From an optimization exercise on the open Yosys and OpenROAD flow, aimed at small area, a short achievable clock period and few clock cycles per item; shortcuts taken in it are not production practice.
No run shown here included a check of the RTL's function; only the layout flow was run.
Power and IR drop assume default switching activity.

$ cat constraint.sdc
create_clock -name core_clock -period 12.0 [get_ports {clk}]
set_input_delay 2.4000 -clock core_clock [delete_from_list [all_inputs] [get_ports {clk}]]
set_output_delay 2.4000 -clock core_clock [all_outputs]
set_load 0.01 [all_outputs]
$ cat config.mk
export PLATFORM = sky130hd
export DESIGN_NAME = phase_accumulator
export DESIGN_NICKNAME = phase_accumulator
export VERILOG_FILES = /design/flow/design.v
export SDC_FILE = /design/flow/constraint.sdc
export NUM_CORES = 4
export LEC_CHECK = 0
export CAP_MARGIN = 20
export CORE_MARGIN = 2
export CORE_UTILIZATION = 30
export PLACE_DENSITY = 0.5
export SLEW_MARGIN = 20
export SYNTH_MEMORY_MAX_BITS = 32768
$ cat run.sh
#!/bin/bash
# synth_recipe.tcl (not shown) runs the flow's synth.tcl, then flattens the netlist and writes it again
# the make line also repeats each setting of config.mk as NAME=value (left out here)
make -C /OpenROAD-flow-scripts/flow DESIGN_CONFIG=/design/flow/config.mk WORK_HOME=/design/flow/orfs CLKGATE_MAP_FILE= SYNTH_SCRIPT=/design/flow/synth_recipe.tcl finish
$ cat design.v
module pa_wave_rom (
    input  wire [2:0] sel,
    input  wire [7:0] idx,
    output reg  [7:0] low,
    output reg  [2:0] d0,
    output reg  [2:0] d1,
    output reg  [1:0] dh
);
    wire       h     = idx[7];
    wire [6:0] j     = idx[6:0];
    wire       jz    = (j == 7'd0);
    wire [6:0] q_a   = (j[6] & |j[5:0]) ? (7'd64 - {1'b0, j[5:0]}) : j;
    wire [6:0] q_b   = (h & (jz | (&j))) ? 7'd64 : {1'b0, j[6] ? ~j[5:0] : j[5:0]};
    wire       q_inv = h & !jz;
    wire       q_neg = j[6] ^ h;
    wire       hump  = (idx[7:6] == 2'b00);
    wire [7:0] k     = idx - 8'd64;
    wire [6:0] h_a   = (idx[5] & |idx[4:0]) ? (7'd64 - {1'b0, idx[5:0]}) : {1'b0, idx[5:0]};
    wire [6:0] g_a   = (k > 8'd96) ? (8'd192 - k) : k;
    wire [6:0] h_b   = {2'b00, idx[5] ? ~idx[4:0] : idx[4:0]};
    wire [6:0] g_b   = (k >= 8'd96) ? (8'd191 - k) : k;
    wire       a_neg = hump ? idx[5] : (k >= 8'd96);
    reg  [2:0] tid;
    reg  [6:0] a_lo, a_dl;
    reg        inv, neg;
    always @(*) begin
        if (sel[2] & !sel[1]) begin             
            tid  = hump ? 3'd3 : 3'd4;
            a_lo = hump ? h_a : g_a;
            a_dl = hump ? h_b : g_b;
            inv  = sel[0];
            neg  = a_neg ^ sel[0];
        end else begin                          
            tid  = sel[2] ? 3'd2 : {2'b00, sel[0]};
            a_lo = q_a;
            a_dl = q_b;
            inv  = q_inv;
            neg  = q_neg;
        end
    end
    wire [7:0] t_low;
    wire [5:0] t_dlt;
    pa_wave_tabs u_tabs (.a_lo({tid, a_lo}), .a_dl({tid, a_dl}), .low(t_low), .dlt(t_dlt));
    wire [7:0] s_low = inv ? ~t_low : t_low;
    wire [5:0] s_dlt = t_dlt ^ {neg, 2'b00, neg, 2'b00};
    always @(*) begin
        dh = 2'b00;
        d1 = 3'b000;
        case (sel)
            3'd2: begin                           
                low = {8{~idx[7]}};
                d0  = (&idx[6:0]) ? {idx[7], 2'b01} : 3'b000;
                if (&idx[6:0]) dh = idx[7] ? 2'b01 : 2'b10;
            end
            3'd3: begin                           
                low = idx;
                d0  = 3'b001;
                if (&idx) dh = 2'b10;
            end
            default: begin
                low = s_low;
                d0  = s_dlt[2:0];
                d1  = s_dlt[5:3];
            end
        endcase
    end
endmodule
module pa_interp (
    input  wire [7:0]  low,
    input  wire [2:0]  d0,
    input  wire [2:0]  d1,
    input  wire [1:0]  dh,
    input  wire [15:0] frac,
    output wire [23:0] value
);
    wire [16:0] m0 = d0[1] ? {frac, 1'b0} : d0[0] ? {1'b0, frac} : 17'd0;
    wire [16:0] m1 = d1[1] ? {frac, 1'b0} : d1[0] ? {1'b0, frac} : 17'd0;
    wire [15:0] m2 = (dh[0] | dh[1]) ? frac : 16'd0;
    wire [23:0] r0 = {7'd0, m0} ^ {24{d0[2]}};
    wire [23:0] r1 = {{5'd0, m1} ^ {22{d1[2]}}, 2'b00};
    wire [23:0] r2 = {m2 ^ {16{dh[1]}}, 8'd0};
    assign value = {low, 16'd0} + r0 + r1 + r2 +
                   {15'd0, dh[1], 5'd0, d1[2], 1'b0, d0[2]};
endmodule
module pa_wave_tabs (
    input  wire [9:0] a_lo,
    input  wire [9:0] a_dl,
    output reg  [7:0] low,
    output reg  [5:0] dlt
);
    always @(*) begin
        case (a_lo)
            10'h000: low = 8'h80;
            10'h001: low = 8'h83;
            10'h002: low = 8'h86;
            10'h003: low = 8'h89;
            10'h004: low = 8'h8c;
            10'h005: low = 8'h8f;
            10'h006: low = 8'h92;
            10'h007: low = 8'h95;
            10'h008: low = 8'h98;
            10'h009: low = 8'h9b;
            10'h00a: low = 8'h9e;
            10'h00b: low = 8'ha2;
            10'h00c: low = 8'ha5;
            10'h00d: low = 8'ha7;
            10'h00e: low = 8'haa;
            10'h00f: low = 8'had;
            10'h010: low = 8'hb0;
            10'h011: low = 8'hb3;
            10'h012: low = 8'hb6;
            10'h013: low = 8'hb9;
            10'h014: low = 8'hbc;
            10'h015: low = 8'hbe;
            10'h016: low = 8'hc1;
            10'h017: low = 8'hc4;
            10'h018: low = 8'hc6;
            10'h019: low = 8'hc9;
            10'h01a: low = 8'hcb;
            10'h01b: low = 8'hce;
            10'h01c: low = 8'hd0;
            10'h01d: low = 8'hd3;
            10'h01e: low = 8'hd5;
            10'h01f: low = 8'hd7;
            10'h020: low = 8'hda;
            10'h021: low = 8'hdc;
            10'h022: low = 8'hde;
            10'h023: low = 8'he0;
            10'h024: low = 8'he2;
            10'h025: low = 8'he4;
            10'h026: low = 8'he6;
            10'h027: low = 8'he8;
            10'h028: low = 8'hea;
            10'h029: low = 8'heb;
            10'h02a: low = 8'hed;
            10'h02b: low = 8'hee;
            10'h02c: low = 8'hf0;
            10'h02d: low = 8'hf1;
            10'h02e: low = 8'hf3;
            10'h02f: low = 8'hf4;
            10'h030: low = 8'hf5;
            10'h031: low = 8'hf6;
            10'h032: low = 8'hf8;
            10'h033: low = 8'hf9;
            10'h034: low = 8'hfa;
            10'h035: low = 8'hfa;
            10'h036: low = 8'hfb;
            10'h037: low = 8'hfc;
            10'h038: low = 8'hfd;
            10'h039: low = 8'hfd;
            10'h03a: low = 8'hfe;
            10'h03b: low = 8'hfe;
            10'h03c: low = 8'hfe;
            10'h03d: low = 8'hff;
            10'h03e: low = 8'hff;
            10'h03f: low = 8'hff;
            10'h040: low = 8'hff;
            10'h080: low = 8'h80;
            10'h081: low = 8'h81;
            10'h082: low = 8'h83;
            10'h083: low = 8'h85;
            10'h084: low = 8'h87;
            10'h085: low = 8'h89;
            10'h086: low = 8'h8b;
            10'h087: low = 8'h8d;
            10'h088: low = 8'h8f;
            10'h089: low = 8'h91;
            10'h08a: low = 8'h93;
            10'h08b: low = 8'h95;
            10'h08c: low = 8'h97;
            10'h08d: low = 8'h99;
            10'h08e: low = 8'h9b;
            10'h08f: low = 8'h9d;
            10'h090: low = 8'h9f;
            10'h091: low = 8'ha1;
            10'h092: low = 8'ha3;
            10'h093: low = 8'ha5;
            10'h094: low = 8'ha7;
            10'h095: low = 8'ha9;
            10'h096: low = 8'hab;
            10'h097: low = 8'had;
            10'h098: low = 8'haf;
            10'h099: low = 8'hb1;
            10'h09a: low = 8'hb3;
            10'h09b: low = 8'hb5;
            10'h09c: low = 8'hb7;
            10'h09d: low = 8'hb9;
            10'h09e: low = 8'hbb;
            10'h09f: low = 8'hbd;
            10'h0a0: low = 8'hbf;
            10'h0a1: low = 8'hc1;
            10'h0a2: low = 8'hc3;
            10'h0a3: low = 8'hc5;
            10'h0a4: low = 8'hc7;
            10'h0a5: low = 8'hc9;
            10'h0a6: low = 8'hcb;
            10'h0a7: low = 8'hcd;
            10'h0a8: low = 8'hcf;
            10'h0a9: low = 8'hd1;
            10'h0aa: low = 8'hd3;
            10'h0ab: low = 8'hd5;
            10'h0ac: low = 8'hd7;
            10'h0ad: low = 8'hd9;
            10'h0ae: low = 8'hdb;
            10'h0af: low = 8'hdd;
            10'h0b0: low = 8'hdf;
            10'h0b1: low = 8'he1;
            10'h0b2: low = 8'he3;
            10'h0b3: low = 8'he5;
            10'h0b4: low = 8'he7;
            10'h0b5: low = 8'he9;
            10'h0b6: low = 8'heb;
            10'h0b7: low = 8'hed;
            10'h0b8: low = 8'hef;
            10'h0b9: low = 8'hf1;
            10'h0ba: low = 8'hf3;
            10'h0bb: low = 8'hf5;
            10'h0bc: low = 8'hf7;
            10'h0bd: low = 8'hf9;
            10'h0be: low = 8'hfb;
            10'h0bf: low = 8'hfd;
            10'h0c0: low = 8'hff;
            10'h100: low = 8'h80;
            10'h101: low = 8'h87;
            10'h102: low = 8'h8f;
            10'h103: low = 8'h96;
            10'h104: low = 8'h9e;
            10'h105: low = 8'ha5;
            10'h106: low = 8'hac;
            10'h107: low = 8'hb4;
            10'h108: low = 8'hba;
            10'h109: low = 8'hc1;
            10'h10a: low = 8'hc7;
            10'h10b: low = 8'hce;
            10'h10c: low = 8'hd3;
            10'h10d: low = 8'hd9;
            10'h10e: low = 8'hde;
            10'h10f: low = 8'he3;
            10'h110: low = 8'he7;
            10'h111: low = 8'hec;
            10'h112: low = 8'hef;
            10'h113: low = 8'hf3;
            10'h114: low = 8'hf6;
            10'h115: low = 8'hf8;
            10'h116: low = 8'hfa;
            10'h117: low = 8'hfc;
            10'h118: low = 8'hfd;
            10'h119: low = 8'hfe;
            10'h11a: low = 8'hff;
            10'h11b: low = 8'hff;
            10'h11c: low = 8'hff;
            10'h11d: low = 8'hfe;
            10'h11e: low = 8'hfd;
            10'h11f: low = 8'hfc;
            10'h120: low = 8'hfa;
            10'h121: low = 8'hf8;
            10'h122: low = 8'hf6;
            10'h123: low = 8'hf3;
            10'h124: low = 8'hf1;
            10'h125: low = 8'hee;
            10'h126: low = 8'heb;
            10'h127: low = 8'he7;
            10'h128: low = 8'he4;
            10'h129: low = 8'he0;
            10'h12a: low = 8'hdc;
            10'h12b: low = 8'hd8;
            10'h12c: low = 8'hd5;
            10'h12d: low = 8'hd1;
            10'h12e: low = 8'hcd;
            10'h12f: low = 8'hc9;
            10'h130: low = 8'hc5;
            10'h131: low = 8'hc1;
            10'h132: low = 8'hbe;
            10'h133: low = 8'hba;
            10'h134: low = 8'hb7;
            10'h135: low = 8'hb4;
            10'h136: low = 8'hb1;
            10'h137: low = 8'hae;
            10'h138: low = 8'hac;
            10'h139: low = 8'haa;
            10'h13a: low = 8'ha8;
            10'h13b: low = 8'ha6;
            10'h13c: low = 8'ha5;
            10'h13d: low = 8'ha4;
            10'h13e: low = 8'ha3;
            10'h13f: low = 8'ha2;
            10'h140: low = 8'ha2;
            10'h180: low = 8'h80;
            10'h181: low = 8'h86;
            10'h182: low = 8'h8c;
            10'h183: low = 8'h92;
            10'h184: low = 8'h98;
            10'h185: low = 8'h9e;
            10'h186: low = 8'ha5;
            10'h187: low = 8'haa;
            10'h188: low = 8'hb0;
            10'h189: low = 8'hb6;
            10'h18a: low = 8'hbc;
            10'h18b: low = 8'hc1;
            10'h18c: low = 8'hc6;
            10'h18d: low = 8'hcb;
            10'h18e: low = 8'hd0;
            10'h18f: low = 8'hd5;
            10'h190: low = 8'hda;
            10'h191: low = 8'hde;
            10'h192: low = 8'he2;
            10'h193: low = 8'he6;
            10'h194: low = 8'hea;
            10'h195: low = 8'hed;
            10'h196: low = 8'hf0;
            10'h197: low = 8'hf3;
            10'h198: low = 8'hf5;
            10'h199: low = 8'hf8;
            10'h19a: low = 8'hfa;
            10'h19b: low = 8'hfb;
            10'h19c: low = 8'hfd;
            10'h19d: low = 8'hfe;
            10'h19e: low = 8'hfe;
            10'h19f: low = 8'hff;
            10'h1a0: low = 8'hff;
            10'h200: low = 8'h80;
            10'h201: low = 8'h7d;
            10'h202: low = 8'h7b;
            10'h203: low = 8'h79;
            10'h204: low = 8'h77;
            10'h205: low = 8'h75;
            10'h206: low = 8'h73;
            10'h207: low = 8'h71;
            10'h208: low = 8'h6f;
            10'h209: low = 8'h6d;
            10'h20a: low = 8'h6b;
            10'h20b: low = 8'h69;
            10'h20c: low = 8'h67;
            10'h20d: low = 8'h65;
            10'h20e: low = 8'h63;
            10'h20f: low = 8'h61;
            10'h210: low = 8'h5f;
            10'h211: low = 8'h5c;
            10'h212: low = 8'h5a;
            10'h213: low = 8'h58;
            10'h214: low = 8'h57;
            10'h215: low = 8'h55;
            10'h216: low = 8'h53;
            10'h217: low = 8'h51;
            10'h218: low = 8'h4f;
            10'h219: low = 8'h4d;
            10'h21a: low = 8'h4b;
            10'h21b: low = 8'h49;
            10'h21c: low = 8'h47;
            10'h21d: low = 8'h45;
            10'h21e: low = 8'h43;
            10'h21f: low = 8'h42;
            10'h220: low = 8'h40;
            10'h221: low = 8'h3e;
            10'h222: low = 8'h3c;
            10'h223: low = 8'h3a;
            10'h224: low = 8'h39;
            10'h225: low = 8'h37;
            10'h226: low = 8'h35;
            10'h227: low = 8'h34;
            10'h228: low = 8'h32;
            10'h229: low = 8'h30;
            10'h22a: low = 8'h2f;
            10'h22b: low = 8'h2d;
            10'h22c: low = 8'h2b;
            10'h22d: low = 8'h2a;
            10'h22e: low = 8'h28;
            10'h22f: low = 8'h27;
            10'h230: low = 8'h25;
            10'h231: low = 8'h24;
            10'h232: low = 8'h22;
            10'h233: low = 8'h21;
            10'h234: low = 8'h20;
            10'h235: low = 8'h1e;
            10'h236: low = 8'h1d;
            10'h237: low = 8'h1c;
            10'h238: low = 8'h1a;
            10'h239: low = 8'h19;
            10'h23a: low = 8'h18;
            10'h23b: low = 8'h17;
            10'h23c: low = 8'h15;
            10'h23d: low = 8'h14;
            10'h23e: low = 8'h13;
            10'h23f: low = 8'h12;
            10'h240: low = 8'h11;
            10'h241: low = 8'h10;
            10'h242: low = 8'h0f;
            10'h243: low = 8'h0e;
            10'h244: low = 8'h0d;
            10'h245: low = 8'h0c;
            10'h246: low = 8'h0b;
            10'h247: low = 8'h0b;
            10'h248: low = 8'h0a;
            10'h249: low = 8'h09;
            10'h24a: low = 8'h08;
            10'h24b: low = 8'h07;
            10'h24c: low = 8'h07;
            10'h24d: low = 8'h06;
            10'h24e: low = 8'h05;
            10'h24f: low = 8'h05;
            10'h250: low = 8'h04;
            10'h251: low = 8'h04;
            10'h252: low = 8'h03;
            10'h253: low = 8'h03;
            10'h254: low = 8'h02;
            10'h255: low = 8'h02;
            10'h256: low = 8'h02;
            10'h257: low = 8'h01;
            10'h258: low = 8'h01;
            10'h259: low = 8'h01;
            10'h25a: low = 8'h01;
            10'h25b: low = 8'h00;
            10'h25c: low = 8'h00;
            10'h25d: low = 8'h00;
            10'h25e: low = 8'h00;
            10'h25f: low = 8'h00;
            10'h260: low = 8'h00;
            default: low = 8'h00;
        endcase
    end
    always @(*) begin
        case (a_dl)
            10'h000: dlt = 6'o15;
            10'h001: dlt = 6'o15;
            10'h002: dlt = 6'o15;
            10'h003: dlt = 6'o15;
            10'h004: dlt = 6'o15;
            10'h005: dlt = 6'o15;
            10'h006: dlt = 6'o15;
            10'h007: dlt = 6'o15;
            10'h008: dlt = 6'o15;
            10'h009: dlt = 6'o15;
            10'h00a: dlt = 6'o10;
            10'h00b: dlt = 6'o15;
            10'h00c: dlt = 6'o16;
            10'h00d: dlt = 6'o15;
            10'h00e: dlt = 6'o15;
            10'h00f: dlt = 6'o15;
            10'h010: dlt = 6'o15;
            10'h011: dlt = 6'o15;
            10'h012: dlt = 6'o15;
            10'h013: dlt = 6'o15;
            10'h014: dlt = 6'o16;
            10'h015: dlt = 6'o15;
            10'h016: dlt = 6'o15;
            10'h017: dlt = 6'o16;
            10'h018: dlt = 6'o15;
            10'h019: dlt = 6'o16;
            10'h01a: dlt = 6'o15;
            10'h01b: dlt = 6'o16;
            10'h01c: dlt = 6'o15;
            10'h01d: dlt = 6'o16;
            10'h01e: dlt = 6'o16;
            10'h01f: dlt = 6'o15;
            10'h020: dlt = 6'o16;
            10'h021: dlt = 6'o16;
            10'h022: dlt = 6'o16;
            10'h023: dlt = 6'o16;
            10'h024: dlt = 6'o16;
            10'h025: dlt = 6'o16;
            10'h026: dlt = 6'o16;
            10'h027: dlt = 6'o16;
            10'h028: dlt = 6'o01;
            10'h029: dlt = 6'o16;
            10'h02a: dlt = 6'o01;
            10'h02b: dlt = 6'o16;
            10'h02c: dlt = 6'o01;
            10'h02d: dlt = 6'o16;
            10'h02e: dlt = 6'o01;
            10'h02f: dlt = 6'o01;
            10'h030: dlt = 6'o01;
            10'h031: dlt = 6'o16;
            10'h032: dlt = 6'o01;
            10'h033: dlt = 6'o01;
            10'h034: dlt = 6'o00;
            10'h035: dlt = 6'o01;
            10'h036: dlt = 6'o01;
            10'h037: dlt = 6'o01;
            10'h038: dlt = 6'o00;
            10'h039: dlt = 6'o01;
            10'h03a: dlt = 6'o00;
            10'h03b: dlt = 6'o00;
            10'h03c: dlt = 6'o01;
            10'h03d: dlt = 6'o00;
            10'h03e: dlt = 6'o00;
            10'h03f: dlt = 6'o00;
            10'h040: dlt = 6'o10;
            10'h080: dlt = 6'o01;
            10'h081: dlt = 6'o16;
            10'h082: dlt = 6'o16;
            10'h083: dlt = 6'o16;
            10'h084: dlt = 6'o16;
            10'h085: dlt = 6'o16;
            10'h086: dlt = 6'o16;
            10'h087: dlt = 6'o16;
            10'h088: dlt = 6'o16;
            10'h089: dlt = 6'o16;
            10'h08a: dlt = 6'o16;
            10'h08b: dlt = 6'o16;
            10'h08c: dlt = 6'o16;
            10'h08d: dlt = 6'o16;
            10'h08e: dlt = 6'o16;
            10'h08f: dlt = 6'o16;
            10'h090: dlt = 6'o16;
            10'h091: dlt = 6'o16;
            10'h092: dlt = 6'o16;
            10'h093: dlt = 6'o16;
            10'h094: dlt = 6'o16;
            10'h095: dlt = 6'o16;
            10'h096: dlt = 6'o16;
            10'h097: dlt = 6'o16;
            10'h098: dlt = 6'o16;
            10'h099: dlt = 6'o16;
            10'h09a: dlt = 6'o16;
            10'h09b: dlt = 6'o16;
            10'h09c: dlt = 6'o16;
            10'h09d: dlt = 6'o16;
            10'h09e: dlt = 6'o16;
            10'h09f: dlt = 6'o16;
            10'h0a0: dlt = 6'o16;
            10'h0a1: dlt = 6'o16;
            10'h0a2: dlt = 6'o16;
            10'h0a3: dlt = 6'o16;
            10'h0a4: dlt = 6'o16;
            10'h0a5: dlt = 6'o16;
            10'h0a6: dlt = 6'o16;
            10'h0a7: dlt = 6'o16;
            10'h0a8: dlt = 6'o16;
            10'h0a9: dlt = 6'o16;
            10'h0aa: dlt = 6'o16;
            10'h0ab: dlt = 6'o16;
            10'h0ac: dlt = 6'o16;
            10'h0ad: dlt = 6'o16;
            10'h0ae: dlt = 6'o16;
            10'h0af: dlt = 6'o16;
            10'h0b0: dlt = 6'o16;
            10'h0b1: dlt = 6'o16;
            10'h0b2: dlt = 6'o16;
            10'h0b3: dlt = 6'o16;
            10'h0b4: dlt = 6'o16;
            10'h0b5: dlt = 6'o16;
            10'h0b6: dlt = 6'o16;
            10'h0b7: dlt = 6'o16;
            10'h0b8: dlt = 6'o16;
            10'h0b9: dlt = 6'o16;
            10'h0ba: dlt = 6'o16;
            10'h0bb: dlt = 6'o16;
            10'h0bc: dlt = 6'o16;
            10'h0bd: dlt = 6'o16;
            10'h0be: dlt = 6'o16;
            10'h0bf: dlt = 6'o16;
            10'h0c0: dlt = 6'o16;
            10'h100: dlt = 6'o25;
            10'h101: dlt = 6'o20;
            10'h102: dlt = 6'o25;
            10'h103: dlt = 6'o20;
            10'h104: dlt = 6'o25;
            10'h105: dlt = 6'o25;
            10'h106: dlt = 6'o20;
            10'h107: dlt = 6'o26;
            10'h108: dlt = 6'o25;
            10'h109: dlt = 6'o26;
            10'h10a: dlt = 6'o25;
            10'h10b: dlt = 6'o11;
            10'h10c: dlt = 6'o26;
            10'h10d: dlt = 6'o11;
            10'h10e: dlt = 6'o11;
            10'h10f: dlt = 6'o10;
            10'h110: dlt = 6'o11;
            10'h111: dlt = 6'o15;
            10'h112: dlt = 6'o10;
            10'h113: dlt = 6'o15;
            10'h114: dlt = 6'o16;
            10'h115: dlt = 6'o16;
            10'h116: dlt = 6'o16;
            10'h117: dlt = 6'o01;
            10'h118: dlt = 6'o01;
            10'h119: dlt = 6'o01;
            10'h11a: dlt = 6'o00;
            10'h11b: dlt = 6'o00;
            10'h11c: dlt = 6'o05;
            10'h11d: dlt = 6'o05;
            10'h11e: dlt = 6'o05;
            10'h11f: dlt = 6'o06;
            10'h120: dlt = 6'o06;
            10'h121: dlt = 6'o06;
            10'h122: dlt = 6'o51;
            10'h123: dlt = 6'o06;
            10'h124: dlt = 6'o51;
            10'h125: dlt = 6'o51;
            10'h126: dlt = 6'o50;
            10'h127: dlt = 6'o51;
            10'h128: dlt = 6'o50;
            10'h129: dlt = 6'o50;
            10'h12a: dlt = 6'o50;
            10'h12b: dlt = 6'o51;
            10'h12c: dlt = 6'o50;
            10'h12d: dlt = 6'o50;
            10'h12e: dlt = 6'o50;
            10'h12f: dlt = 6'o50;
            10'h130: dlt = 6'o50;
            10'h131: dlt = 6'o51;
            10'h132: dlt = 6'o50;
            10'h133: dlt = 6'o51;
            10'h134: dlt = 6'o51;
            10'h135: dlt = 6'o51;
            10'h136: dlt = 6'o51;
            10'h137: dlt = 6'o06;
            10'h138: dlt = 6'o06;
            10'h139: dlt = 6'o06;
            10'h13a: dlt = 6'o06;
            10'h13b: dlt = 6'o05;
            10'h13c: dlt = 6'o05;
            10'h13d: dlt = 6'o05;
            10'h13e: dlt = 6'o05;
            10'h13f: dlt = 6'o00;
            10'h140: dlt = 6'o20;
            10'h180: dlt = 6'o26;
            10'h181: dlt = 6'o26;
            10'h182: dlt = 6'o26;
            10'h183: dlt = 6'o26;
            10'h184: dlt = 6'o26;
            10'h185: dlt = 6'o25;
            10'h186: dlt = 6'o11;
            10'h187: dlt = 6'o26;
            10'h188: dlt = 6'o26;
            10'h189: dlt = 6'o26;
            10'h18a: dlt = 6'o11;
            10'h18b: dlt = 6'o11;
            10'h18c: dlt = 6'o11;
            10'h18d: dlt = 6'o11;
            10'h18e: dlt = 6'o11;
            10'h18f: dlt = 6'o11;
            10'h190: dlt = 6'o10;
            10'h191: dlt = 6'o10;
            10'h192: dlt = 6'o10;
            10'h193: dlt = 6'o10;
            10'h194: dlt = 6'o15;
            10'h195: dlt = 6'o15;
            10'h196: dlt = 6'o15;
            10'h197: dlt = 6'o16;
            10'h198: dlt = 6'o15;
            10'h199: dlt = 6'o16;
            10'h19a: dlt = 6'o01;
            10'h19b: dlt = 6'o16;
            10'h19c: dlt = 6'o01;
            10'h19d: dlt = 6'o00;
            10'h19e: dlt = 6'o01;
            10'h19f: dlt = 6'o00;
            10'h200: dlt = 6'o51;
            10'h201: dlt = 6'o06;
            10'h202: dlt = 6'o06;
            10'h203: dlt = 6'o06;
            10'h204: dlt = 6'o06;
            10'h205: dlt = 6'o06;
            10'h206: dlt = 6'o06;
            10'h207: dlt = 6'o06;
            10'h208: dlt = 6'o06;
            10'h209: dlt = 6'o06;
            10'h20a: dlt = 6'o06;
            10'h20b: dlt = 6'o06;
            10'h20c: dlt = 6'o06;
            10'h20d: dlt = 6'o06;
            10'h20e: dlt = 6'o06;
            10'h20f: dlt = 6'o06;
            10'h210: dlt = 6'o51;
            10'h211: dlt = 6'o06;
            10'h212: dlt = 6'o06;
            10'h213: dlt = 6'o05;
            10'h214: dlt = 6'o06;
            10'h215: dlt = 6'o06;
            10'h216: dlt = 6'o06;
            10'h217: dlt = 6'o06;
            10'h218: dlt = 6'o06;
            10'h219: dlt = 6'o06;
            10'h21a: dlt = 6'o06;
            10'h21b: dlt = 6'o06;
            10'h21c: dlt = 6'o06;
            10'h21d: dlt = 6'o06;
            10'h21e: dlt = 6'o05;
            10'h21f: dlt = 6'o06;
            10'h220: dlt = 6'o06;
            10'h221: dlt = 6'o06;
            10'h222: dlt = 6'o06;
            10'h223: dlt = 6'o05;
            10'h224: dlt = 6'o06;
            10'h225: dlt = 6'o06;
            10'h226: dlt = 6'o05;
            10'h227: dlt = 6'o06;
            10'h228: dlt = 6'o06;
            10'h229: dlt = 6'o05;
            10'h22a: dlt = 6'o06;
            10'h22b: dlt = 6'o06;
            10'h22c: dlt = 6'o05;
            10'h22d: dlt = 6'o06;
            10'h22e: dlt = 6'o05;
            10'h22f: dlt = 6'o06;
            10'h230: dlt = 6'o05;
            10'h231: dlt = 6'o06;
            10'h232: dlt = 6'o05;
            10'h233: dlt = 6'o05;
            10'h234: dlt = 6'o06;
            10'h235: dlt = 6'o05;
            10'h236: dlt = 6'o05;
            10'h237: dlt = 6'o06;
            10'h238: dlt = 6'o05;
            10'h239: dlt = 6'o05;
            10'h23a: dlt = 6'o05;
            10'h23b: dlt = 6'o06;
            10'h23c: dlt = 6'o05;
            10'h23d: dlt = 6'o05;
            10'h23e: dlt = 6'o05;
            10'h23f: dlt = 6'o05;
            10'h240: dlt = 6'o05;
            10'h241: dlt = 6'o05;
            10'h242: dlt = 6'o05;
            10'h243: dlt = 6'o05;
            10'h244: dlt = 6'o05;
            10'h245: dlt = 6'o05;
            10'h246: dlt = 6'o00;
            10'h247: dlt = 6'o05;
            10'h248: dlt = 6'o05;
            10'h249: dlt = 6'o05;
            10'h24a: dlt = 6'o05;
            10'h24b: dlt = 6'o00;
            10'h24c: dlt = 6'o05;
            10'h24d: dlt = 6'o05;
            10'h24e: dlt = 6'o00;
            10'h24f: dlt = 6'o05;
            10'h250: dlt = 6'o00;
            10'h251: dlt = 6'o05;
            10'h252: dlt = 6'o00;
            10'h253: dlt = 6'o05;
            10'h254: dlt = 6'o00;
            10'h255: dlt = 6'o00;
            10'h256: dlt = 6'o05;
            10'h257: dlt = 6'o00;
            10'h258: dlt = 6'o00;
            10'h259: dlt = 6'o00;
            10'h25a: dlt = 6'o05;
            10'h25b: dlt = 6'o00;
            10'h25c: dlt = 6'o00;
            10'h25d: dlt = 6'o00;
            10'h25e: dlt = 6'o00;
            10'h25f: dlt = 6'o00;
            default: dlt = 6'o00;
        endcase
    end
endmodule
module pa_fconv #(
    parameter integer K = 2             
) (
    input  wire        clk,
    input  wire        rst,
    input  wire        start,      
    input  wire        is_period,  
    input  wire        is_set,     
    input  wire [31:0] arg,        
    output wire        last,       
    output reg         fin,        
    output reg         fin_set,    
    output wire [23:0] result      
);
    localparam integer NQ = 24 + K - 1;           
    localparam [46:0] B = 47'd72057594037927;
    reg          it;         
    reg  [4:0]   cyc;        
    reg          sp;         
    reg          sp_max;     
    reg  [23:0]  den;        
    reg  [23:0]  rem;
    reg [NQ-1:0] nq;         
    wire        f_sign = arg[31];
    wire [7:0]  f_exp  = arg[30:23];
    wire [23:0] f_m    = {1'b1, arg[22:0]};
    wire        f_nan  = (&f_exp) && (|arg[22:0]);
    reg         s_sp, s_max;
    reg  [4:0]  s_n;         
    always @(*) begin
        if (!is_period) begin
            s_sp  = f_nan | f_sign | (f_exp >= 8'd136) | (f_exp <= 8'd111);
            s_max = !f_nan & !f_sign & (f_exp >= 8'd136);
            s_n   = {~f_exp[4], f_exp[3:0]};      
        end else begin
            s_sp  = f_nan | f_sign | (f_exp >= 8'd142) | (f_exp <= 8'd117);
            s_max = !f_nan & (f_sign | (f_exp <= 8'd117));
            s_n   = 5'd13 - f_exp[4:0];           
        end
    end
    reg  [4:0] s_cyc;
    reg  [1:0] s_pad;
    integer n;
    always @(*) begin
        s_cyc = 5'd0;
        s_pad = 2'd0;
        for (n = 0; n < 24; n = n + 1)
            if (s_n == n) begin
                s_cyc = n / K + 1;
                s_pad = (K - 1) - (n % K);
            end
    end
    reg  [23:0] keep;
    integer j;
    always @(*)
        for (j = 0; j < 24; j = j + 1)
            keep[j] = (j >= 23 - s_n);
    wire [46:0] x_f = {17'd0, f_m[23:18], f_m[17:0], 6'd0};    
    wire [46:0] x_p = B;
    wire [46:0] x   = (is_period ? x_p : x_f) & {23'h7fffff, keep};
    wire [46:0] x_s = x >> s_pad;
    wire [NQ+22:0] x_q = {x, {(K-1){1'b0}}} >> s_pad;
    assign last   = it & (cyc == 5'd1);
    reg  [23:0]   r_s [0:K];
    reg [NQ-1:0]  q_s [0:K];
    reg  [25:0]   t;
    integer i;
    always @(*) begin
        r_s[0] = rem;
        q_s[0] = nq;
        for (i = 0; i < K; i = i + 1) begin
            t = {1'b0, r_s[i], q_s[i][NQ-1]} - {2'b00, den};
            r_s[i+1] = t[25] ? {r_s[i][22:0], q_s[i][NQ-1]} : t[23:0];
            q_s[i+1] = {q_s[i][NQ-2:0], !t[25]};
        end
    end
    always @(posedge clk) begin
        if (rst) begin
            it  <= 1'b0;
            fin <= 1'b0;
        end else begin
            fin <= 1'b0;
            if (start) begin
                sp      <= s_sp;
                sp_max  <= s_max;
                fin_set <= is_set;
                cyc     <= s_sp ? 5'd1 : s_cyc;
                it      <= 1'b1;
                den     <= is_period ? f_m : 24'd125;
                rem     <= x_s[46:24];
                nq      <= x_q[NQ-1:0];
            end else if (it) begin
                rem <= r_s[K];
                nq  <= q_s[K];
                cyc <= cyc - 5'd1;
                if (cyc == 5'd1) begin
                    it  <= 1'b0;
                    fin <= 1'b1;
                end
            end
        end
    end
    wire [23:0] q = nq[23:0];
    assign result = sp ? (sp_max ? 24'h800000 : 24'd1) :
                    (q[23] & |q[22:0]) ? 24'h800000 :
                    (q == 24'd0) ? 24'd1 : q;
endmodule
module phase_accumulator #(
    parameter integer CONV_K = 2      
) (
    input  wire        clk,
    input  wire        rst,           
    input  wire        tick_valid,
    output wire        tick_ready,
    input  wire        cmd_valid,
    output wire        cmd_ready,
    input  wire [7:0]  cmd_op,
    input  wire [31:0] cmd_arg,
    output reg         rsp_valid,
    output reg         rsp_err,
    output reg  [31:0] rsp_data
);
    localparam [3:0] K_ZERO  = 4'd0;
    localparam [3:0] K_VALUE = 4'd1;
    localparam [3:0] K_CNT   = 4'd2;
    localparam [3:0] K_INC   = 4'd3;
    localparam [3:0] K_HALF  = 4'd4;
    localparam [3:0] K_ERR   = 4'd5;
    localparam [3:0] K_MINF  = 4'd8;    
    localparam [3:0] K_MAXF  = 4'd9;
    localparam [3:0] K_MINP  = 4'd10;
    localparam [3:0] K_MAXP  = 4'd11;
    reg [23:0] cnt;
    reg [23:0] inc;
    reg [2:0]  sel;
    reg        crdy;
    reg        trdy;
    assign cmd_ready  = crdy;
    assign tick_ready = trdy;
    wire cfire = cmd_valid & crdy;
    wire tfire = tick_valid & trdy;
    reg       d_set_inc, d_set_cnt, d_tick, d_rst_ph, d_set_wave, d_conv;
    reg [3:0] d_kind;
    always @(*) begin
        d_set_inc = 1'b0; d_set_cnt = 1'b0; d_tick = 1'b0; d_rst_ph = 1'b0;
        d_set_wave = 1'b0; d_conv = 1'b0;
        d_kind = K_ZERO;
        case (cmd_op)
            8'h01: d_set_inc  = 1'b1;
            8'h02: d_kind     = K_INC;
            8'h03: d_set_cnt  = 1'b1;
            8'h04: d_kind     = K_CNT;
            8'h05: d_tick     = 1'b1;
            8'h06: d_rst_ph   = 1'b1;
            8'h07: d_kind     = K_HALF;
            8'h10: d_kind     = K_VALUE;
            8'h11: d_set_wave = 1'b1;
            8'h20, 8'h21, 8'h22, 8'h23: d_conv = 1'b1;
            8'h24: d_kind     = K_MINF;
            8'h25: d_kind     = K_MAXF;
            8'h26: d_kind     = K_MINP;
            8'h27: d_kind     = K_MAXP;
            default: d_kind   = K_ERR;
        endcase
    end
    wire        cv_last, cv_fin, cv_fin_set;
    wire [23:0] cv_result;
    pa_fconv #(.K(CONV_K)) u_fconv (
        .clk       (clk),
        .rst       (rst),
        .start     (cfire & d_conv),
        .is_period (cmd_op[0]),
        .is_set    (cmd_op[1]),
        .arg       (cmd_arg),
        .last      (cv_last),
        .fin       (cv_fin),
        .fin_set   (cv_fin_set),
        .result    (cv_result)
    );
    wire        cv_wr   = cv_fin & cv_fin_set;
    wire [23:0] inc_eff = cv_wr ? cv_result : inc;
    wire [23:0] sum1 = cnt + inc_eff;
    wire [23:0] sum2 = cnt + {inc_eff[22:0], 1'b0};
    wire        c_tick = cfire & d_tick;
    always @(posedge clk) begin
        if (rst) begin
            cnt  <= 24'd0;
            inc  <= 24'd0;
            sel  <= 3'd0;
            crdy <= 1'b1;
            trdy <= 1'b1;
        end else begin
            if (cfire & d_set_cnt)
                cnt <= cmd_arg[23:0];
            else if (cfire & d_rst_ph)
                cnt <= 24'd0;
            else if (tfire & c_tick)
                cnt <= sum2;
            else if (tfire | c_tick)
                cnt <= sum1;
            if (cfire & d_set_inc)
                inc <= cmd_arg[23:0];
            else if (cv_wr)
                inc <= cv_result;
            if (cfire & d_set_wave)
                sel <= (cmd_arg <= 32'd6) ? cmd_arg[2:0] : 3'd0;
            if (cfire & d_conv) begin
                crdy <= 1'b0;
                trdy <= !cmd_op[1];
            end else if (cv_last) begin
                crdy <= 1'b1;
                trdy <= 1'b1;
            end
        end
    end
    reg        r0_v;
    reg [3:0]  r0_k;
    reg        p1_v;
    reg        p1_val;
    reg        p1_err;
    reg [31:0] p1_d;
    wire [7:0]  w_low;
    wire [2:0]  w_d0, w_d1;
    wire [1:0]  w_dh;
    pa_wave_rom u_rom (.sel(sel), .idx(cnt[23:16]), .low(w_low),
                       .d0(w_d0), .d1(w_d1), .dh(w_dh));
    reg [31:0] rd;
    always @(*) begin
        case (r0_k)
            K_VALUE: rd = {w_low, w_d0, w_d1, w_dh, cnt[15:0]};
            K_CNT:   rd = {8'd0, cnt};
            K_INC:   rd = {8'd0, inc};
            K_HALF:  rd = {31'd0, (cnt > 24'h800000)};
            K_MINF:  rd = 32'h387A0000;
            K_MAXF:  rd = 32'h43FA0000;
            K_MINP:  rd = 32'h3B03126F;
            K_MAXP:  rd = 32'h4683126F;
            default: rd = 32'd0;
        endcase
    end
    wire [23:0] value;
    pa_interp u_interp (.low(p1_d[31:24]), .d0(p1_d[23:21]), .d1(p1_d[20:18]),
                        .dh(p1_d[17:16]), .frac(p1_d[15:0]), .value(value));
    always @(posedge clk) begin
        if (rst) begin
            r0_v      <= 1'b0;
            p1_v      <= 1'b0;
            rsp_valid <= 1'b0;
        end else begin
            r0_v      <= cfire & !d_conv;
            p1_v      <= r0_v;
            rsp_valid <= p1_v | cv_fin;
        end
        r0_k   <= d_kind;
        p1_val <= (r0_k == K_VALUE);
        p1_err <= (r0_k == K_ERR);
        p1_d   <= rd;
        if (cv_fin) begin
            rsp_err  <= 1'b0;
            rsp_data <= cv_fin_set ? 32'd0 : {8'd0, cv_result};
        end else begin
            rsp_err  <= p1_err;
            rsp_data <= p1_val ? {8'd0, value} : p1_d;
        end
    end
endmodule
==> results of run 1 <==
## cell families after synthesis
logic type,count (synthesis)
compound gates,882
xor+xnor,162
fa+ha+maj,209
buf+inv,279
flops,210
mux,92
simple gates,973
## worst min path at each step
| stage | start | end | slack, ns |
|---|---|---|---|
| global route | r0_v$_SDFF_PP0_ | p1_v$_SDFF_PP0_ | 0.47 |
| global placement | p1_err$_DFF_P_ | rsp_err$_SDFF_PP0_ | 0.42 |
| floorplan | p1_v$_SDFF_PP0_ | rsp_valid$_SDFF_PP0_ | 0.41 |
| CTS | p1_err$_DFF_P_ | rsp_err$_SDFF_PP0_ | 0.44 |
| detailed placement | p1_err$_DFF_P_ | rsp_err$_SDFF_PP0_ | 0.42 |
| finish | p1_err$_DFF_P_ | rsp_err$_SDFF_PP0_ | 0.44 |
## report_power, final
| part | internal (mW) | switching [mW] | total [mW] |
|---|---|---|---|
| Clock | 0.523 | 0.375 | 0.898 |
| Sequential | 0.750 | 0.0213 | 0.772 |
| Combinational | 0.212 | 0.399 | 0.611 |
| Total | 1.49 | 0.795 | 2.28 |
## layout make-up
type	count	share of cell area
multi-input combinational	2318	0.644
sequential	210	0.206
tap	950	0.0488
timing repair buffer	123	0.0456
clock buffer	34	0.0309
inverter	98	0.0151
clock inverter	18	0.00965
## per-stage QoR
step           utilization  area [µm²]  setup slack, ns  power, mW
2_1_floorplan            -       21800             5.65       1.20
3_3_place_gp         0.326       23400             5.12       1.39
3_5_place_dp         0.326       23400             5.03       1.38
4_1_cts              0.340       24400             5.01       2.29
5_1_grt              0.340       24400             4.46       2.38
6_report             0.340       24400             4.93       2.28
## flip-flops by register name, indices dropped and copies added, names as in the netlist, 3 cells and up
signal and cells:
p1_d 32, rsp_data 32, u_fconv.nq 25, cnt 24, inc 24, u_fconv.den 24, u_fconv.rem 24, u_fconv.cyc 5
r0_k 4, sel 3
## per-layer routing
metal / routed length, µm / share of wire / track usage
met1: 37500 / 0.45 / 0.296
met2: 38800 / 0.46 / 0.360
met3: 5570 / 0.066 / 0.0235
met4: 1890 / 0.023 / 0.0546
met5: 13 / 0.00016 / 0
## cells in the mapped netlist (24+ instances only)
library cell,n
edfxtp_1,81
o21a_1,24
xnor2_1,116
inv_1,93
nand2b_1,37
xor2_1,44
o211ai_1,27
a22oi_1,43
nand3_1,67
fa_1,26
mux2_2,35
a21o_1,52
nor3_1,75
mux2i_1,57
nor2b_1,31
a21oi_1,210
and3_1,30
nor2_1,238
a31oi_1,38
o21ai_0,212
dfxtp_1,129
and2_1,39
buf_2,40
nor4_1,28
nand2_1,342
a211oi_1,45
clkbuf_1,120
ha_1,183
## critical path, delay by kind of cell (launching register included)
family | cells | cell delay [ns]
muxes | 1 | 0.40
and+or+nand+nor | 5 | 0.76
adders and majority gates | 2 | 0.62
buffers and inverters | 2 | 0.45
DFF | 1 | 0.39
AOI/OAI and AO/OA | 14 | 4.12
==> impl_metrics.json, run 1 <==
{
  "multi_input_area_mm2": 0.0157,
  "via_per_inst": 5.87,
  "synth_cell_types": 108,
  "path_max_fanout": 27,
  "core_mm2": 0.0717,
  "post_cts_resized": 0,
  "setup-violations-final": 0,
  "crit_chain": "inv_1, ha_1, nor2b_1, o2111ai_1, and4b_1, a2111o_1, a211o_1, a221oi_2, o211a_1, nand2b_1, buf_4, mux2_2, ha_1, nor2b_1, o21ai_0, a21oi_1, a21boi_0, a2111oi_0, o21ai_0, a211oi_1, o21a_1, nor3_1, o21ai_0, a21oi_1",
  "finalMaxSlewViolations": 0,
  "ant_nets": 0,
  "ys_ff_latch": 210,
  "area_growth_pct": 11.7,
  "grt_pass1_vias": 20900,
  "start_util": 0.304,
  "hold_depth": 1,
  "clk_latency_ns": 0.60,
  "worst_path_max_delay_cell": "a2111oi_0",
  "dpl.cell_count": 3699,
  "tightest_slew_ns": 1.08,
  "timing.rr.end": "u_fconv.rem[20]$_SDFFCE_PP0P_",
  "cts-root-buf": "clkbuf_16",
  "yosysWarnings": 6,
  "totalWireLength_mm": 83.8,
  "place_congestion": 0.944,
  "diodes": 0,
  "max_freq_mhz": 142,
  "firstDrtPassIters": 6,
  "drc": 0,
  "crit_start": "u_fconv.den[1]$_SDFFCE_PN0P_",
  "power_density_mw_per_mm2": 93.6,
  "nFillCells": 7502,
  "postSynthAreaPerCell_um2": 7.77,
  "synth.top_cell.area_share": 0.118,
  "yosys.area_share.xor_xnor": 0.0657,
  "critical_path_class": "reg2reg",
  "cp-start-kind": "flip-flop",
  "synth_edf_count": 81,
  "worstPathRequired_ns": 12.31,
  "crit_path_frequent_cell": "o21ai_0",
  "fin_tns_setup_ns": 0,
  "grt_first_pass_wirelength_mm": 128,
  "synth_simple_gate_area_frac": 0.211,
  "yosysSeqAreaShare": 0.230,
  "fin_crit_sh": 0.589,
  "cp.arrival_ns": 7.38,
  "yosys.area.top_type": "dfxtp_1",
  "r2r-start": "u_fconv.den[1]$_SDFFCE_PN0P_",
  "num_rows": 98,
  "critical_path.endpoint": "u_fconv.rem[20]$_SDFFCE_PP0P_",
  "slew_headroom": 0.280,
  "rsz0062_at_grt": "no",
  "die_w_um": 274,
  "synth-compound-area-share": 0.267,
  "die_h_um": 274,
  "synthAdderAreaFrac": 0.129,
  "fin_nets": 3032,
  "regArea_mm2": 0.00501,
  "path_clk_slew_ns": 0.06,
  "grt_use_total": 0.216,
  "rrSetupSlack_ns": 4.93,
  "synth_area_leaders": "dfxtp_1 (12%), edfxtp_1 (11%), ha_1 (10%)",
  "syn-num-nets": 3060,
  "ctsHoldBuffers": 0,
  "synth_top_family_by_area": "compound AO/OA/AOI/OAI gates",
  "cts_tree": "built",
  "synthArstFlopShare": 0,
  "dpl.hpwl_mm": 62.0,
  "ys.flop_type": "dfxtp_1",
  "wl_per_cell_um": 22.3,
  "end_kind": "flip-flop",
  "peakVddDrop_v": 0.000109,
  "cts_buffer_depth": 3,
  "portBuffers": 79,
  "drtIter0Drc": 2461,
  "synthCells": 2807,
  "hold-worst-slack_ns": 0.439,
  "clock_skew_ns": 0.0398,
  "netlist_area_mm2": 0.0218,
  "h-tree-depth": 1,
  "grt_antenna_before_repair": 4,
  "instances_no_fill": 3751,
  "drive_above_1_share": 0.0696,
  "layout_commonest_cell": "nand2_1",
  "vias": 22000,
  "cts-buffers-inserted": 28,
  "drv_cap": 0,
  "p_leak_nw": 9.53,
  "reg2reg_depth": 24,
  "layout_common_cells": "nand2_1 (342), nor2_1 (236), o21ai_0 (212)",
  "status": "finished clean",
  "min_period_ns": 7.07,
  "hold_violations": 0,
  "grt-ovfl-total": 0,
  "clkSinkCount": 210,
  "ioPinCount": 80,
  "cp_slowest_stage_delay_ns": 0.81,
  "die_area_mm2": 0.0749,
  "synthMuxAreaShare": 0.0442,
  "hold_class": "reg2reg",
  "grt_max_degree": 68,
  "postCtsSetupBuffers": 0
}
==> run 2: changes to the inputs <==
--- a/config.mk
+++ b/config.mk
@@ -9,5 +9,6 @@
 export CORE_MARGIN = 2
 export CORE_UTILIZATION = 30
 export PLACE_DENSITY = 0.5
+export SETUP_SLACK_MARGIN = 5
 export SLEW_MARGIN = 20
 export SYNTH_MEMORY_MAX_BITS = 32768
==> impl_metrics.json, run 2 <==
{
  "die_h_um": 274,
  "fin_crit_sh": 0.551,
  "via_per_inst": 5.89,
  "min_period_ns": 6.61,
  "grt_first_pass_wirelength_mm": 128,
  "rrSetupSlack_ns": 5.39,
  "area_growth_pct": 11.8,
  "clkSinkCount": 210,
  "drv_cap": 0,
  "clock_skew_ns": 0.0444,
  "ys_ff_latch": 210,
  "synthCells": 2807,
  "postSynthAreaPerCell_um2": 7.77,
  "start_util": 0.304,
  "synth_cell_types": 108,
  "crit_start": "u_fconv.den[1]$_SDFFCE_PN0P_",
  "fin_tns_setup_ns": 0,
  "synth.most_common_cell": "nand2_1",
  "hold_class": "reg2reg",
  "finalWorstSetupSlack_ns": 5.39,
  "synth.top_cell.area_share": 0.118,
  "cts-buffers-inserted": 28,
  "reg2reg_depth": 24,
  "max_freq_mhz": 151,
  "finish.utilization": 0.340,
  "die_area_mm2": 0.0749,
  "firstDrtPassIters": 6,
  "grt_pass1_vias": 20900,
  "netlist_area_mm2": 0.0218,
  "grt_max_degree": 68,
  "drc": 0,
  "diodes": 0,
  "worstPathRequired_ns": 12.32,
  "layout_commonest_cell": "nand2_1",
  "path_max_fanout": 27,
  "timing.rr.end": "u_fconv.rem[7]$_DFFE_PP_",
  "ys.flop_type": "dfxtp_1",
  "clk_latency_ns": 0.60,
  "synth_edf_count": 81,
  "rsz0062_at_grt": "yes",
  "cp-start-kind": "flip-flop",
  "synth_common_cells": "nand2_1 (342), nor2_1 (238), o21ai_0 (212)",
  "setup-violations-final": 0,
  "power_density_mw_per_mm2": 93.6,
  "die_w_um": 274,
  "h-tree-depth": 1,
  "cts_tree": "built",
  "reg_top3": "p1_d (32), rsp_data (32), u_fconv.nq (25)",
  "cts_buffer_depth": 3,
  "syn-num-nets": 3060,
  "cts-root-buf": "clkbuf_16",
  "core_mm2": 0.0717,
  "finalMaxSlewViolations": 0,
  "critical_path.endpoint": "u_fconv.rem[7]$_DFFE_PP_",
  "synthArstFlopShare": 0,
  "grt-ovfl-total": 0,
  "fin_nets": 3032,
  "dpl.hpwl_mm": 62.0,
  "peakVddDrop_v": 0.000110,
  "layout_common_cells": "nand2_1 (342), nor2_1 (236), o21ai_0 (210)",
  "tightest_slew_ns": 1.07,
  "status": "finished clean",
  "grt_antenna_before_repair": 4,
  "synth_area_leaders": "dfxtp_1 (12%), edfxtp_1 (11%), ha_1 (10%)",
  "path_clk_slew_ns": 0.07,
  "hold-worst-slack_ns": 0.439,
  "portBuffers": 79,
  "hold_violations": 0,
  "end_kind": "flip-flop",
  "r2r-start": "u_fconv.den[1]$_SDFFCE_PN0P_",
  "ctsHoldBuffers": 0,
  "grt_use_total": 0.216,
  "ioPinCount": 80,
  "place_ws_ns": 5.03,
  "drtIter0Drc": 2537,
  "yosysWarnings": 6,
  "slew_headroom": 0.282,
  "vias": 22100,
  "critical_path_class": "reg2reg",
  "totalWireLength_mm": 84.0,
  "yosysSeqAreaShare": 0.230,
  "wl_per_cell_um": 22.4,
  "ant_nets": 0,
  "p_leak_nw": 9.54,
  "drive_above_1_share": 0.0710,
  "place_congestion": 0.944,
  "cp.arrival_ns": 6.93,
  "fin_area_mm2": 0.0244,
  "yosys.area.top_type": "dfxtp_1",
  "post_dp_cell_area_mm2": 0.0234,
  "num_rows": 98
}
run 2: cell counts after synthesis:
No cell type changed its count.
run 2: layout make-up:
type | instances | area, µm²
Fill cell | 7499 | 47300
Clock inverter | 18 | 235
Clock buffer | 34 | 753
Sequential cell | 210 | 5010
Timing Repair Buffer | 123 | 1120
Tap cell | 950 | 1190
Inverter | 98 | 368
Multi-Input combinational cell | 2318 | 15700
run 2: worst min-delay path by stage:
stage | slack, ns | to | startpoint | depth (start not counted)
2_1_floorplan | 0.41 | rsp_valid$_SDFF_PP0_ | p1_v$_SDFF_PP0_ | 2
3_5_place_dp | 0.42 | rsp_err$_SDFF_PP0_ | p1_err$_DFF_P_ | 1
3_3_place_gp | 0.42 | rsp_err$_SDFF_PP0_ | p1_err$_DFF_P_ | 1
5_1_grt | 0.47 | p1_v$_SDFF_PP0_ | r0_v$_SDFF_PP0_ | 1
4_1_cts | 0.44 | rsp_err$_SDFF_PP0_ | p1_err$_DFF_P_ | 1
6_report | 0.44 | rsp_err$_SDFF_PP0_ | p1_err$_DFF_P_ | 1
run 2: power by group:
part	internal, mW	switching [mW]	leakage (nW)	total [mW]
clock	0.523	0.377	0.470	0.900
combinational	0.213	0.400	7.28	0.612
sequential	0.750	0.0213	1.79	0.772
total	1.49	0.798	9.54	2.28
run 2: routing by layer:
metal  global-route usage  wire length, µm
met2                0.360            38900
met4               0.0546             1990
met3               0.0235             5520
met5                    0               13
met1                0.296            37600
run 2: repair_timing:
item	4_1_cts	5_1_grt
setup endpoints to repair	0	27
resized for setup	0	11
setup buffers	0	0
run 2: cell families after synthesis:
logic type                 Yosys count  share of synthesized area
xor gates and xnor gates           162                     0.0657
adders and majority gates          209                      0.129
muxes                               92                     0.0442
and+or+nand+nor                    973                      0.211
buffers and inverters              279                     0.0530
AOI/OAI and AO/OA                  882                      0.267
DFF                                210                      0.230
run 2: critical path: stages, from the launching register on:
cell and delay (ns):
edfxtp_1 0.39, inv_1 0.11, ha_1 0.28, nor2b_1 0.16
o2111ai_1 0.11, and4b_1 0.25, a2111o_1 0.45, a211o_1 0.41
a221oi_4 0.37, o211a_1 0.27, nand2b_1 0.13, buf_6 0.26
mux2_2 0.39, ha_1 0.38, a21oi_1 0.10, o21ai_1 0.25
nor3_2 0.11, a211oi_1 0.41, a311o_1 0.28, a41oi_1 0.18
nand2b_1 0.22, o311ai_4 0.17, buf_8 0.30, mux2i_1 0.21
o21ai_0 0.09
run 2: stage by stage:
| stage | std cells | power (mW) |
|---|---|---|
| 6_report | 3751 | 2.28 |
| 5_1_grt | 3751 | 2.38 |
| 4_1_cts | 3751 | 2.29 |
| 3_5_place_dp | 3699 | 1.38 |
| 3_3_place_gp | 3699 | 1.39 |
| 2_1_floorplan | 2807 | 1.20 |
==> run 3: changes to the inputs <==
==> flow/run.sh (new file) <==
#!/bin/bash
set -euo pipefail
bash standard.sh SETUP_SLACK_MARGIN=7 finish > standard_flow.log 2>&1
==> standard.sh (new file) <==
#!/bin/bash
# synth_recipe.tcl (not shown) runs the flow's synth.tcl, then flattens the netlist and writes it again
# the make line also repeats each setting of config.mk as NAME=value (left out here)
make -C /OpenROAD-flow-scripts/flow DESIGN_CONFIG=/design/flow/config.mk WORK_HOME=/design/flow/orfs CLKGATE_MAP_FILE= SYNTH_SCRIPT=/design/flow/synth_recipe.tcl "${@:-finish}"
--- a/config.mk
+++ b/config.mk
@@ -9,6 +9,5 @@
 export CORE_MARGIN = 2
 export CORE_UTILIZATION = 30
 export PLACE_DENSITY = 0.5
-export SETUP_SLACK_MARGIN = 5
 export SLEW_MARGIN = 20
 export SYNTH_MEMORY_MAX_BITS = 32768
removed: run.sh
==> impl_metrics.json, run 3 <==
{
  "status": "finished clean",
  "cts_buffer_depth": 3,
  "crit_chain": "ha_4, nor2b_4, o2111ai_2, and4b_2, a2111o_1, a211o_4, a221oi_4, o211a_4, nand2b_4, buf_6, mux2_4, ha_4, or3_4, o21ai_4, a211oi_2, a311o_1, a41oi_2, nand2b_4, o311ai_4, buf_12, buf_12, mux2i_1, nor2_1, a21oi_1",
  "synth.top_cell.area_share": 0.118,
  "grt_use_total": 0.220,
  "finalWorstSetupSlack_ns": 5.89,
  "ant_nets": 0,
  "rsz0062_at_grt": "yes",
  "min_period_ns": 6.11,
  "drc": 0,
  "synthArstFlopShare": 0,
  "yosysWarnings": 6,
  "cp.arrival_ns": 6.41,
  "drv_cap": 0,
  "die_area_mm2": 0.0749,
  "fin_tns_setup_ns": 0,
  "grt-ovfl-total": 0,
  "portBuffers": 79,
  "grt_max_degree": 68,
  "layout_common_cells": "nand2_1 (340), nor2_1 (233), a21oi_1 (198)",
  "dpl.hpwl_mm": 60.9,
  "nFillCells": 7474,
  "post_dp_cell_area_mm2": 0.0235,
  "die_w_um": 274,
  "r2r-start": "u_fconv.rem[0]$_DFFE_PP_",
  "timing.rr.end": "u_fconv.rem[0]$_DFFE_PP_",
  "postSynthAreaPerCell_um2": 7.77,
  "critPathTopFamily": "compound AO/OA/AOI/OAI gates",
  "num_rows": 98,
  "cp-start-kind": "flip-flop",
  "yosys.area.top_type": "dfxtp_1",
  "finish.utilization": 0.357,
  "yosysSeqAreaShare": 0.230,
  "ys_ff_latch": 210,
  "synth_common_cells": "nand2_1 (342), nor2_1 (238), o21ai_0 (212)",
  "rrSetupSlack_ns": 5.89,
  "synthCells": 2807,
  "grt_first_pass_wirelength_mm": 130,
  "slew_headroom": 0.284,
  "synth_cell_types": 108,
  "setup-violations-final": 0,
  "cp_slowest_stage_delay_ns": 0.49,
  "hold_violations": 0,
  "end_kind": "flip-flop",
  "cts-root-buf": "clkbuf_16",
  "reg2reg_depth": 24,
  "hold_class": "reg2reg",
  "via_per_inst": 5.82,
  "worstPathRequired_ns": 12.30,
  "p_leak_nw": 10.0,
  "grt_antenna_before_repair": 1,
  "place_congestion": 0.943,
  "reg_top3": "p1_d (32), rsp_data (32), u_fconv.nq (25)",
  "path_max_fanout": 5,
  "ctsHoldBuffers": 0,
  "diodes": 0,
  "synth_area_leaders": "dfxtp_1 (12%), edfxtp_1 (11%), ha_1 (10%)",
  "h-tree-depth": 1,
  "worstHoldStart": "p1_v$_SDFF_PP0_",
  "place_ws_ns": 5.44,
  "fin_crit_sh": 0.509,
  "clkSinkCount": 210,
  "totalWireLength_mm": 85.6,
  "fin_area_mm2": 0.0256,
  "p_total_mw": 2.25,
  "clk_latency_ns": 0.57,
  "layout_commonest_cell": "nand2_1",
  "dpl.cell_count": 3701,
  "worst_path_max_delay_cell": "a2111o_1",
  "hold-worst-slack_ns": 0.443,
  "ioPinCount": 80,
  "path_buf_inv": 3,
  "synth_edf_count": 81,
  "area_growth_pct": 17.4,
  "syn-num-nets": 3060,
  "drive_above_1_share": 0.121,
  "grt_pass1_vias": 21400,
  "cts_tree": "built",
  "cts-buffers-inserted": 26,
  "clock_skew_ns": 0.0251,
  "fin_nets": 3103,
  "power_density_mw_per_mm2": 87.8,
  "start_util": 0.304,
  "path_clk_slew_ns": 0.06,
  "die_h_um": 274,
  "ys.flop_type": "dfxtp_1",
  "peakVddDrop_v": 0.0000902,
  "finalMaxSlewViolations": 0,
  "instances_no_fill": 3820,
  "min_to": "rsp_valid$_SDFF_PP0_",
  "vias": 22200,
  "tightest_slew_ns": 1.07,
  "firstDrtPassIters": 6,
  "hold_depth": 2,
  "core_mm2": 0.0717,
  "drtIter0Drc": 2412,
  "wl_per_cell_um": 22.4,
  "critical_path_class": "reg2reg",
  "netlist_area_mm2": 0.0218,
  "max_freq_mhz": 164,
  "synth.most_common_cell": "nand2_1",
  "crit_start": "u_fconv.rem[0]$_DFFE_PP_"
}
==> run 3: cell counts after synthesis <==
Identical to the previous run, type by type.
==> run 3: worst max path at each step <==
stage,slack (ns),cells after the start,endpoint
final,5.89,24,u_fconv.rem[0]$_DFFE_PP_
after global placement,5.53,22,u_fconv.rem[20]$_SDFFCE_PP0P_
after floorplan,6.59,25,u_fconv.rem[2]$_DFFE_PP_
after global routing,5.76,24,u_fconv.rem[0]$_DFFE_PP_
after detailed placement,5.44,22,u_fconv.rem[20]$_SDFFCE_PP0P_
after CTS,6.03,27,u_fconv.rem[0]$_DFFE_PP_
==> run 3: metal layers <==
metal	global-route usage	vias up	share of wire
met5	0	-	0
met4	0.0673	0	0.032
met3	0.0240	180	0.069
met2	0.367	914	0.47
met1	0.296	10700	0.43
li1	-	10400	-
==> run 3: where the power goes <==
group | internal [mW] | total, mW | switching (mW)
registers | 0.750 | 0.772 | 0.0222
clock network | 0.497 | 0.845 | 0.348
logic | 0.226 | 0.632 | 0.406
total | 1.47 | 2.25 | 0.776
==> run 3: layout make-up <==
class	instances	area, µm²	area share
clock buffer	42	835	0.0326
clock inverter	6	66.3	0.00259
inverter	98	379	0.0148
multi-input combinational	2320	16300	0.635
sequential	210	5030	0.196
tap	950	1190	0.0464
timing repair buffer	194	1850	0.0724
==> run 3: timing repair <==
action / CTS / global route
gates cloned: 5 / 1
buffers inserted: 50 / 15
pin swaps: 17 / 26
resized for setup: 79 / 69
setup endpoints to repair: 89 / 137
==> run 3: cell families (layout without fill, tap and decap cells) <==
| group | after synthesis | in the layout | share of synthesized area |
|---|---|---|---|
| muxes | 92 | 92 | 0.0442 |
| buffers and inverters | 279 | 340 | 0.0530 |
| AOI/OAI and AO/OA | 882 | 882 | 0.267 |
| DFF | 210 | 210 | 0.230 |
| and+or+nand+nor | 973 | 975 | 0.211 |
| adders and majority gates | 209 | 209 | 0.129 |
| xor gates and xnor gates | 162 | 162 | 0.0657 |
==> run 3: tightest hold or removal path, delay by kind of cell (launching register included) <==
kind | cells | cell delay [ns]
AND/OR/NAND/NOR | 2 | 0.10
flip-flops | 1 | 0.31
==> run 4: changes to the inputs <==
==> flow/run.sh (replaced) <==
#!/bin/bash
set -euo pipefail
bash standard.sh SETUP_SLACK_MARGIN=8 finish > standard_flow.log 2>&1
==> impl_metrics.json, run 4 <==
{
  "synthArstFlopShare": 0,
  "worstPathRequired_ns": 12.45,
  "die_area_mm2": 0.0749,
  "end_kind": "flip-flop",
  "p_sw_mw": 0.859,
  "yosysWarnings": 6,
  "core_mm2": 0.0717,
  "place_congestion": 0.926,
  "fin_crit_sh": 0.477,
  "tightest_slew_ns": 1.04,
  "ys.flop_type": "dfxtp_1",
  "drv_cap": 0,
  "cts_buffer_depth": 3,
  "dpl.hpwl_mm": 61.9,
  "grt_pass1_vias": 22000,
  "ant_nets": 0,
  "grt_antenna_before_repair": 9,
  "crit_start": "u_fconv.rem[0]$_DFFE_PP_",
  "path_max_fanout": 7,
  "start_util": 0.304,
  "layout_common_cells": "nand2_1 (330), buf_4 (232), nor2_1 (218)",
  "clkSinkCount": 210,
  "reg_top3": "p1_d (32), rsp_data (32), u_fconv.nq (25)",
  "r2r-start": "u_fconv.rem[0]$_DFFE_PP_",
  "critical_path.endpoint": "u_fconv.rem[3]$_DFFE_PP_",
  "cp-start-kind": "flip-flop",
  "drc": 0,
  "instances_no_fill": 4002,
  "power_frac_clock": 0.359,
  "synth_cell_types": 108,
  "cts-root-buf": "clkbuf_16",
  "firstDrtPassIters": 6,
  "wl_per_cell_um": 23.1,
  "die_w_um": 274,
  "area_growth_pct": 33.0,
  "slew_headroom": 0.305,
  "via_per_inst": 5.86,
  "cts_tree": "built",
  "layout_commonest_cell": "nand2_1",
  "synth_common_cells": "nand2_1 (342), nor2_1 (238), o21ai_0 (212)",
  "die_h_um": 274,
  "yosys.area.top_type": "dfxtp_1",
  "synth_edf_count": 81,
  "power_frac_comb": 0.325,
  "grt_max_degree": 62,
  "yosysSeqAreaShare": 0.230,
  "syn-num-nets": 3060,
  "synth.top_cell.area_share": 0.118,
  "drtIter0Drc": 2350,
  "cts-buffers-inserted": 27,
  "reg2reg_depth": 24,
  "drive_above_1_share": 0.252,
  "vias": 23500,
  "dpl.cell_count": 3694,
  "finalMaxSlewViolations": 0,
  "max_freq_mhz": 175,
  "postSynthAreaPerCell_um2": 7.77,
  "clock_skew_ns": 0.0320,
  "num_rows": 98,
  "seq_power_share": 0.316,
  "path_clk_slew_ns": 0.06,
  "p_leak_nw": 11.3,
  "grt_use_total": 0.232,
  "power_density_mw_per_mm2": 84.0,
  "timing.rr.end": "u_fconv.rem[3]$_DFFE_PP_",
  "synthCells": 2807,
  "status": "finished clean",
  "critical_path_class": "reg2reg",
  "peakVddDrop_v": 0.000113,
  "rrSetupSlack_ns": 6.27,
  "portBuffers": 79,
  "internal_power_mw": 1.58,
  "ctsHoldBuffers": 0,
  "hold_violations": 0,
  "grt-ovfl-total": 0,
  "min_period_ns": 5.73,
  "h-tree-depth": 1,
  "grt_first_pass_wirelength_mm": 137,
  "totalWireLength_mm": 92.4,
  "fin_nets": 3282,
  "hold_class": "reg2reg",
  "swShare": 0.352,
  "ioPinCount": 80,
  "worstHoldStart": "r0_v$_SDFF_PP0_",
  "cp.arrival_ns": 6.17,
  "netlist_area_mm2": 0.0218,
  "synth_area_leaders": "dfxtp_1 (12%), edfxtp_1 (11%), ha_1 (10%)",
  "fin_tns_setup_ns": 0,
  "synth.most_common_cell": "nand2_1",
  "setup-violations-final": 0,
  "clk_latency_ns": 0.59,
  "rsz0062_at_grt": "yes",
  "ys_ff_latch": 210
}
==> run 4: repair_timing <==
action	4_1_cts	5_1_grt
setup endpoints to repair	192	117
gates resized for setup	312	230
cloned	13	6
pin swaps	89	142
buffers inserted	145	92
==> run 4: power by group through the flow <==
stage                     Combinational [mW]  Clock [mW]  Sequential, mW
after floorplan                        0.454           0           0.776
after global placement                 0.612           0           0.791
after detailed placement               0.612           0           0.792
after CTS                              0.698       0.888           0.768
after global routing                   0.839       0.915           0.771
final                                  0.792       0.876           0.770
==> run 4: how the worst min path moves through the flow <==
stage,end,slack (ns),cells past startpoint
finish,p1_v$_SDFF_PP0_,0.47,1
global route,p1_v$_SDFF_PP0_,0.49,1
CTS,p1_v$_SDFF_PP0_,0.47,1
detailed placement,p1_v$_SDFF_PP0_,0.45,1
global placement,p1_v$_SDFF_PP0_,0.44,1
floorplan,rsp_valid$_SDFF_PP0_,0.41,2
==> run 4: layout make-up <==
class / count / area [µm²]
fill: 7219 / 42700
multi-input combinational: 2324 / 17900
sequential: 210 / 5070
timing repair buffer: 368 / 3470
tap: 950 / 1190
clock buffer: 33 / 719
inverter: 98 / 428
clock inverter: 17 / 209
antenna: 2 / 5.00
==> run 4: stage by stage <==
| stage | hold slack (ns) | utilization | cell area, µm² | power [mW] | worst slack (ns) |
|---|---|---|---|---|---|
| floorplan | 0.411 | - | 22600 | 1.23 | 6.60 |
| global placement | 0.442 | 0.332 | 23800 | 1.40 | 5.62 |
| detailed placement | 0.451 | 0.332 | 23800 | 1.40 | 5.58 |
| CTS | 0.470 | 0.380 | 27300 | 2.35 | 6.23 |
| global route | 0.489 | 0.405 | 29000 | 2.52 | 6.07 |
| finish | 0.469 | 0.405 | 29000 | 2.44 | 6.27 |
==> run 4: worst max-delay path, stage by stage, from the launching register on <==
cell	delay (ns)
edfxtp_1	0.43
ha_4	0.28
nor2b_4	0.15
o2111ai_2	0.12
and4b_2	0.28
a2111o_1	0.41
a211o_1	0.34
a221oi_4	0.30
o211a_4	0.23
nand2b_4	0.21
buf_6	0.14
mux2_4	0.31
ha_4	0.23
a21o_1	0.18
a21o_1	0.19
a21oi_2	0.15
nand2_1	0.08
a311o_1	0.31
a41oi_2	0.17
nand2b_4	0.17
o311ai_4	0.15
buf_12	0.18
buf_12	0.14
a211o_1	0.28
a21oi_2	0.14
==> run 4: cells by family (layout without fill, tap and decap cells) <==
group | count (synthesis) | in the layout | share of synthesized area
simple gates | 973 | 979 | 0.211
fa+ha+maj | 209 | 209 | 0.129
other cells | 0 | 2 | 0
buf+inv | 279 | 516 | 0.0530
flops | 210 | 210 | 0.230
compound gates | 882 | 882 | 0.267
xor+xnor | 162 | 162 | 0.0657
mux | 92 | 92 | 0.0442
==> run 4: metal layers <==
metal  vias to the layer above  track usage  share of wire
li1                      10800            -              -
met1                     11400        0.316           0.43
met2                      1048        0.387           0.47
met3                       188       0.0237          0.068
met4                         0       0.0700          0.031
met5                         -            0              0

[separate check: timing with driven ports]
Ports are ideal in the flow. The routed layouts listed here were re-timed in OpenROAD.
Step 1, drivers: a clkbuf_16 drives clk and a buf_2 each remaining input, both assumed.
Step 2 times the ports against the registers' clock, not the clock port: input delays grow and output delays shrink by t, the midpoint of the rising clock arrivals with the driver on.
Slacks: ideal / step 1 / step 2; pairs: ideal / step 1.
| run | t, ns | setup slack, ns | worst slew at a driven data input, ns | cell pins on the clock port's net |
|---|---|---|---|---|
| run 1 | 0.639 | 4.935 / 4.935 / 4.935 | 0.06 | 1 |
| run 2 | 0.641 | 5.391 / 5.391 / 5.391 | 0.06 | 1 |
| run 3 | 0.621 | 5.889 / 5.889 / 5.889 | 0.09 | 1 |
| run 4 | 0.642 | 6.275 / 6.275 / 6.275 | 0.06 | 1 |
After both steps setup and hold are still met in every run listed.
